Background: an optimization exercise with open tools, aiming at small area, a short achievable clock period and few clock cycles per item. Do not read the settings as production practice.

09-28:
==> flow/design.v <==
module lcg_step (
    input  wire        clk,
    input  wire        rst,       
    input  wire        start,     
    input  wire [63:0] a,
    input  wire [63:0] c,
    input  wire [63:0] m,         
    input  wire [63:0] s,
    output wire        ready,
    output reg         done,
    output wire [63:0] result
);
    localparam [2:0] IDLE = 3'd0,
                     MUL  = 3'd1,
                     DIV  = 3'd2,
                     FIN1 = 3'd3,
                     FIN2 = 3'd4,
                     SHR  = 3'd5;
    localparam [67:0] NEG4K = 68'haaaaaaaaaaaaaaaa8;    
    reg  [2:0]   state;
    reg  [6:0]   cnt;
    reg          first;
    reg  [6:0]   j;           
    reg  [63:0]  ra;          
    reg  [64:0]  rm;          
    reg  [64:56] rtn;         
    reg  [67:0]  ws, wc;      
    reg  [67:0]  pl;          
    reg          cf;          
    reg  [5:0]   bc;          
    reg  [4:0]   qd;          
    reg  [4:0]   qdn;         
    reg          fg;          
    reg          rdy;
    assign ready  = rdy;
    assign result = pl[63:0];
    function [2:0] booth_dec;    
        input [2:0] b;
        booth_dec = {b[2], (b[2] & ~b[1] & ~b[0]) | (~b[2] & b[1] & b[0]), b[1] ^ b[0]};
    endfunction
    function [66:0] booth_pp;    
        input [2:0]  d;
        input [63:0] x;
        reg [65:0] sel;
        begin
            sel = d[0] ? {2'b00, x} : d[1] ? {1'b0, x, 1'b0} : 66'd0;
            booth_pp = {~d[2], sel ^ {66{d[2]}}};
        end
    endfunction
    wire [66:0] pp0 = booth_pp(bc[2:0], ra);
    wire [66:0] pp1 = booth_pp(bc[5:3], ra);
    wire [68:0] m1s = ws[67:0] ^ wc[67:0] ^ {2'b00, pp0};
    wire [68:0] m1c = {(ws & wc) | (ws & {1'b0, pp0}) | (wc & {1'b0, pp0}), bc[2]};
    wire [2:0]  lo1 = m1s[1:0] + m1c[1:0] + cf;
    wire [66:0] x2  = m1s[68:2];
    wire [66:0] y2  = m1c[68:2];
    wire [66:0] z2  = pp1;
    wire [66:0] m2s = x2 ^ y2 ^ z2;
    wire [67:0] m2c = {(x2 & y2) | (x2 & z2) | (y2 & z2), bc[5]};
    wire [2:0]  lo2 = m2s[1:0] + m2c[1:0] + lo1[2];
    wire        hi = rm[64];
    wire [67:0] mp = {3'b000, rm};
    wire [67:0] m2 = {2'b00, rm, 1'b0};
    wire [64:56] rt = ~rtn;
    wire        ht = rt[64];
    wire [2:0]  dh = ht ? rt[63:61] : rt[62:60];    
    function [6:0] add7;
        input [6:0] a, b;
        reg [6:0] p, g, cy;
        reg       tt;
        integer k, l, i;
        begin
            p = a ^ b;
            g = a & b;
            for (k = 0; k < 7; k = k + 1) begin
                cy[k] = 1'b0;
                for (l = 0; l < k; l = l + 1) begin
                    tt = g[l];
                    for (i = l + 1; i < k; i = i + 1)
                        tt = tt & p[i];
                    cy[k] = cy[k] | tt;
                end
            end
            add7 = p ^ cy;
        end
    endfunction
    function [4:0] qsel;
        input [6:0] n;
        input [2:0] d;
        reg [6:0] u, t2, t1, t0, tm;    
        reg g2, g1, g0, gm;
        begin
            u = {~n[6], n[5:0]};
            case (d)    
                3'd0: begin t2 = 7'd76; t1 = 7'd68; t0 = 7'd60; tm = 7'd51; end
                3'd1: begin t2 = 7'd78; t1 = 7'd68; t0 = 7'd59; tm = 7'd49; end
                3'd2: begin t2 = 7'd79; t1 = 7'd68; t0 = 7'd59; tm = 7'd48; end
                3'd3: begin t2 = 7'd80; t1 = 7'd69; t0 = 7'd58; tm = 7'd47; end
                3'd4: begin t2 = 7'd82; t1 = 7'd70; t0 = 7'd57; tm = 7'd45; end
                3'd5: begin t2 = 7'd84; t1 = 7'd70; t0 = 7'd57; tm = 7'd44; end
                3'd6: begin t2 = 7'd85; t1 = 7'd71; t0 = 7'd56; tm = 7'd42; end
                default: begin t2 = 7'd87; t1 = 7'd71; t0 = 7'd56; tm = 7'd40; end
            endcase
            g2 = u >= t2;
            g1 = u >= t1;
            g0 = u >= t0;
            gm = u >= tm;
            qsel = {g2, g1 & ~g2, gm & ~g0, ~gm, g0 & ~g1};
        end
    endfunction
    function [67:0] csa_s;
        input [67:0] x, y, z;
        csa_s = x ^ y ^ z;
    endfunction
    function [67:0] csa_c;
        input [67:0] x, y, z;
        input        ci;
        csa_c = {(x[66:0] & y[66:0]) | (x[66:0] & z[66:0]) | (y[66:0] & z[66:0]), ci};
    endfunction
    wire [67:0] dys = {ws[65:0], pl[67:66]};
    wire [67:0] dyc = {wc[65:0], 2'b00};
    wire [67:0] dz  = first ? (NEG4K | {65'd0, cf, 2'b00}) :
                      ({68{qd[4]}} & ~m2) | ({68{qd[3]}} & ~mp) |
                      ({68{qd[2]}} &  mp) | ({68{qd[1]}} &  m2);
    wire [67:0] d2s = csa_s(dys, dyc, dz);
    wire [67:0] d2c = csa_c(dys, dyc, dz, ~first & (qd[4] | qd[3]));
    wire [67:0] mpt = {3'b000, rt, 56'd0};
    wire [67:0] m2t = {2'b00, rt, 57'd0};
    wire [67:0] dzt = first ? (NEG4K | {65'd0, cf, 2'b00}) :
                      ({68{~qdn[4]}} & ~m2t) | ({68{~qdn[3]}} & ~mpt) |
                      ({68{~qdn[2]}} &  mpt) | ({68{~qdn[1]}} &  m2t);
    wire [67:0] t2s = csa_s(dys, dyc, dzt);
    wire [67:0] t2c = csa_c(dys, dyc, dzt, 1'b0);
    wire [6:0]  nes = ht ? t2s[65:59] : t2s[64:58];
    wire [6:0]  nec = ht ? t2c[65:59] : t2c[64:58];
    wire [4:0]  qn  = qsel(add7(nes, nec), dh);
    wire [67:0] fsum = ws + (wc & {68{fg}});
    always @(posedge clk) begin
        if (rst) begin
            state <= IDLE;
            done  <= 1'b0;
            rdy   <= 1'b1;
        end else begin
            done <= 1'b0;
            rdy  <= 1'b0;
            case (state)
                IDLE: if (start) state <= MUL; else rdy <= 1'b1;
                MUL:  if (cnt == 7'd16) state <= DIV;
                DIV:  if (!first && cnt == 7'd0) state <= FIN1;
                FIN1: state <= FIN2;
                FIN2: if (j == 7'd0) begin state <= IDLE; done <= 1'b1; rdy <= 1'b1; end
                      else state <= SHR;
                SHR:  if (j == 7'd2 || j == 7'd8) begin state <= IDLE; done <= 1'b1; rdy <= 1'b1; end
                default: state <= IDLE;
            endcase
        end
    end
    always @(posedge clk) begin
        case (state)
            IDLE: begin
                ws <= {4'd0, c};
                wc <= {2'b11, 66'd0};       
                pl <= {4'd0, s};
            end
            MUL: begin
                ws <= {1'b0, m2s[66:2]};
                wc <= m2c[67:2];
                pl <= {lo2[1:0], lo1[1:0], pl[67:4]};
            end
            FIN1: begin
                ws <= fsum;
                wc <= mp;
                pl <= {pl[65:0], 2'b00};
            end
            FIN2: begin
                ws <= d2s;
                wc <= d2c;
                pl <= fsum;
            end
            SHR: begin
                ws <= d2s;
                wc <= d2c;
                pl <= (j >= 7'd8) ? {8'd0, pl[67:8]} : {2'd0, pl[67:2]};
            end
            default: begin
                ws <= d2s;
                wc <= d2c;
                pl <= {pl[65:0], 2'b00};
            end
        endcase
        qd <= qn;
        qdn <= ~qn;
        fg <= (state == FIN1) ? fsum[67] : 1'b1;
        cf <= lo2[2];
        bc <= {booth_dec(pl[7:5]), booth_dec(pl[5:3])};
        case (state)
            IDLE: begin
                ra    <= a;
                rm    <= {1'b0, m};
                rtn   <= ~{1'b0, m[63:56]};
                cf    <= 1'b0;
                bc    <= {booth_dec(s[3:1]), booth_dec({s[1:0], 1'b0})};
                cnt   <= 7'd0;
                j     <= 7'd0;
            end
            MUL: begin
                if (rm[64:57] == 8'd0 && j <= 7'd56) begin
                    rm <= {rm[56:0], 8'd0};
                    rtn <= ~rm[56:48];
                    j  <= j + 7'd8;
                end else if (rm[64:63] == 2'd0 && j <= 7'd62) begin
                    rm <= {rm[62:0], 2'd0};
                    rtn <= ~rm[62:54];
                    j  <= j + 7'd2;
                end
                if (cnt == 7'd16) begin
                    cnt   <= 7'd0;
                    first <= 1'b1;
                end else
                    cnt <= cnt + 7'd1;
            end
            DIV: begin
                first <= 1'b0;
                if (first)
                    cnt <= 7'd32 + {1'b0, j[6:1]};
                else
                    cnt <= cnt - 7'd1;
            end
            SHR: begin
                if (j >= 7'd8) j <= j - 7'd8;
                else           j <= j - 7'd2;
            end
            default: ;
        endcase
    end
endmodule
==> flow/config.mk <==
export PLATFORM = sky130hd
export DESIGN_NAME = lcg_step
export DESIGN_NICKNAME = lcg_step
export VERILOG_FILES = /design/flow/design.v
export SDC_FILE = /design/flow/constraint.sdc
export NUM_CORES = 4
export LEC_CHECK = 0
export CAP_MARGIN = 20
export CORE_MARGIN = 2
export CORE_UTILIZATION = 40
export SLEW_MARGIN = 20
==> flow/constraint.sdc <==
create_clock -name core_clock -period 10.0 [get_ports {clk}]
set_input_delay 2.0000 -clock core_clock [delete_from_list [all_inputs] [get_ports {clk}]]
set_output_delay 2.0000 -clock core_clock [all_outputs]
set_load 0.01 [all_outputs]
standard.sh (not shown) runs the stock make flow with config.mk's settings and CLKGATE_MAP_FILE= SYNTH_SCRIPT=/design/flow/synth_recipe.tcl, a recipe that flattens the netlist after the stock synthesis.
==> flow/flow/run.sh <==
#!/bin/bash
# Standard ORFS layout (the standard.sh: standard synthesis, floorplan,
# place, CTS, route, finish), with repair_timing asked to leave a larger
# setup margin so the achieved period shrinks. Clock, SDC and all other
# settings are the design's.
set -euo pipefail
bash standard.sh SETUP_SLACK_MARGIN=6 finish > standard.log 2>&1
For 03-01, these inputs were changed with respect to 09-28:
--- a/flow/design.v
+++ b/flow/design.v
@@ -28,13 +28,12 @@
     reg  [67:0]  pl;          
     reg          cf;          
     reg  [5:0]   bc;          
     reg  [4:0]   qd;          
-    reg  [4:0]   qdn;         
     reg          fg;          
     reg          rdy;
     assign ready  = rdy;
-    assign result = pl[63:0];
+    assign result = ws[63:0];
     function [2:0] booth_dec;    
         input [2:0] b;
         booth_dec = {b[2], (b[2] & ~b[1] & ~b[0]) | (~b[2] & b[1] & b[0]), b[1] ^ b[0]};
     endfunction
@@ -126,10 +125,10 @@
     wire [67:0] d2c = csa_c(dys, dyc, dz, ~first & (qd[4] | qd[3]));
     wire [67:0] mpt = {3'b000, rt, 56'd0};
     wire [67:0] m2t = {2'b00, rt, 57'd0};
     wire [67:0] dzt = first ? (NEG4K | {65'd0, cf, 2'b00}) :
-                      ({68{~qdn[4]}} & ~m2t) | ({68{~qdn[3]}} & ~mpt) |
-                      ({68{~qdn[2]}} &  mpt) | ({68{~qdn[1]}} &  m2t);
+                      ({68{qd[4]}} & ~m2t) | ({68{qd[3]}} & ~mpt) |
+                      ({68{qd[2]}} &  mpt) | ({68{qd[1]}} &  m2t);
     wire [67:0] t2s = csa_s(dys, dyc, dzt);
     wire [67:0] t2c = csa_c(dys, dyc, dzt, 1'b0);
     wire [6:0]  nes = ht ? t2s[65:59] : t2s[64:58];
     wire [6:0]  nec = ht ? t2c[65:59] : t2c[64:58];
@@ -172,25 +171,24 @@
                 wc <= mp;
                 pl <= {pl[65:0], 2'b00};
             end
             FIN2: begin
-                ws <= d2s;
+                ws <= fsum;
                 wc <= d2c;
-                pl <= fsum;
+                pl <= {pl[65:0], 2'b00};
             end
             SHR: begin
-                ws <= d2s;
+                ws <= (j >= 7'd8) ? {8'd0, ws[67:8]} : {2'd0, ws[67:2]};
                 wc <= d2c;
-                pl <= (j >= 7'd8) ? {8'd0, pl[67:8]} : {2'd0, pl[67:2]};
+                pl <= {pl[65:0], 2'b00};
             end
             default: begin
                 ws <= d2s;
                 wc <= d2c;
                 pl <= {pl[65:0], 2'b00};
             end
         endcase
         qd <= qn;
-        qdn <= ~qn;
         fg <= (state == FIN1) ? fsum[67] : 1'b1;
         cf <= lo2[2];
         bc <= {booth_dec(pl[7:5]), booth_dec(pl[5:3])};
         case (state)
Results
In the metrics for 09-28 and 03-01, the one carrying the higher total of plain and repair buffers excluding clock buffers is 09-28. For the final period utilization, 03-01 came in 0.21 points higher than 09-28 did. Global-route total usage across every layer: 09-28 vs 03-01, no meaningful difference. Critical path arrival ends up lower on 03-01. [03-01] final worst-path setup slack fell 0.021 ns relative to 09-28. On cell count, 09-28 tracks 03-01 almost exactly. Min core occupancy in the finished layout across 09-28 and 03-01: 09-28. 03-01: global-route wire length before repair is 0.95% lower than what 09-28 reported.
Function was not checked in any run of this note: the RTL went through the layout flow alone.

-- static timing again, ports no longer ideal --
How much do the figures lean on ideal ports? The routed layouts below were timed once more, with nothing changed but the port constraints. Step 1 (the two cells are an assumption about what drives the block):
set clk [get_ports {clk}]
set_driving_cell -lib_cell sky130_fd_sc_hd__clkbuf_16 $clk
set_driving_cell -lib_cell sky130_fd_sc_hd__buf_2 [delete_from_list [all_inputs] $clk]
Step 2 adds t to the input delays and takes it off the output delays; t is the mean of the earliest and latest rising clock arrival at the registers after step 1. Input paths then give back, and output paths get back, about the clock's delay inside the block. Three values: ideal, step 1, step 2; two values: the first two.
| run | t, ns | setup WS [ns] | worst slew at a driven data input, ns |
|---|---|---|---|
| 09-28 | 0.674 | 6.079 / 6.079 / 6.079 | 0.07 |
| 03-01 | 0.675 | 6.058 / 5.988 / 6.138 | 0.10 |
After both steps every run listed still meets setup and hold.
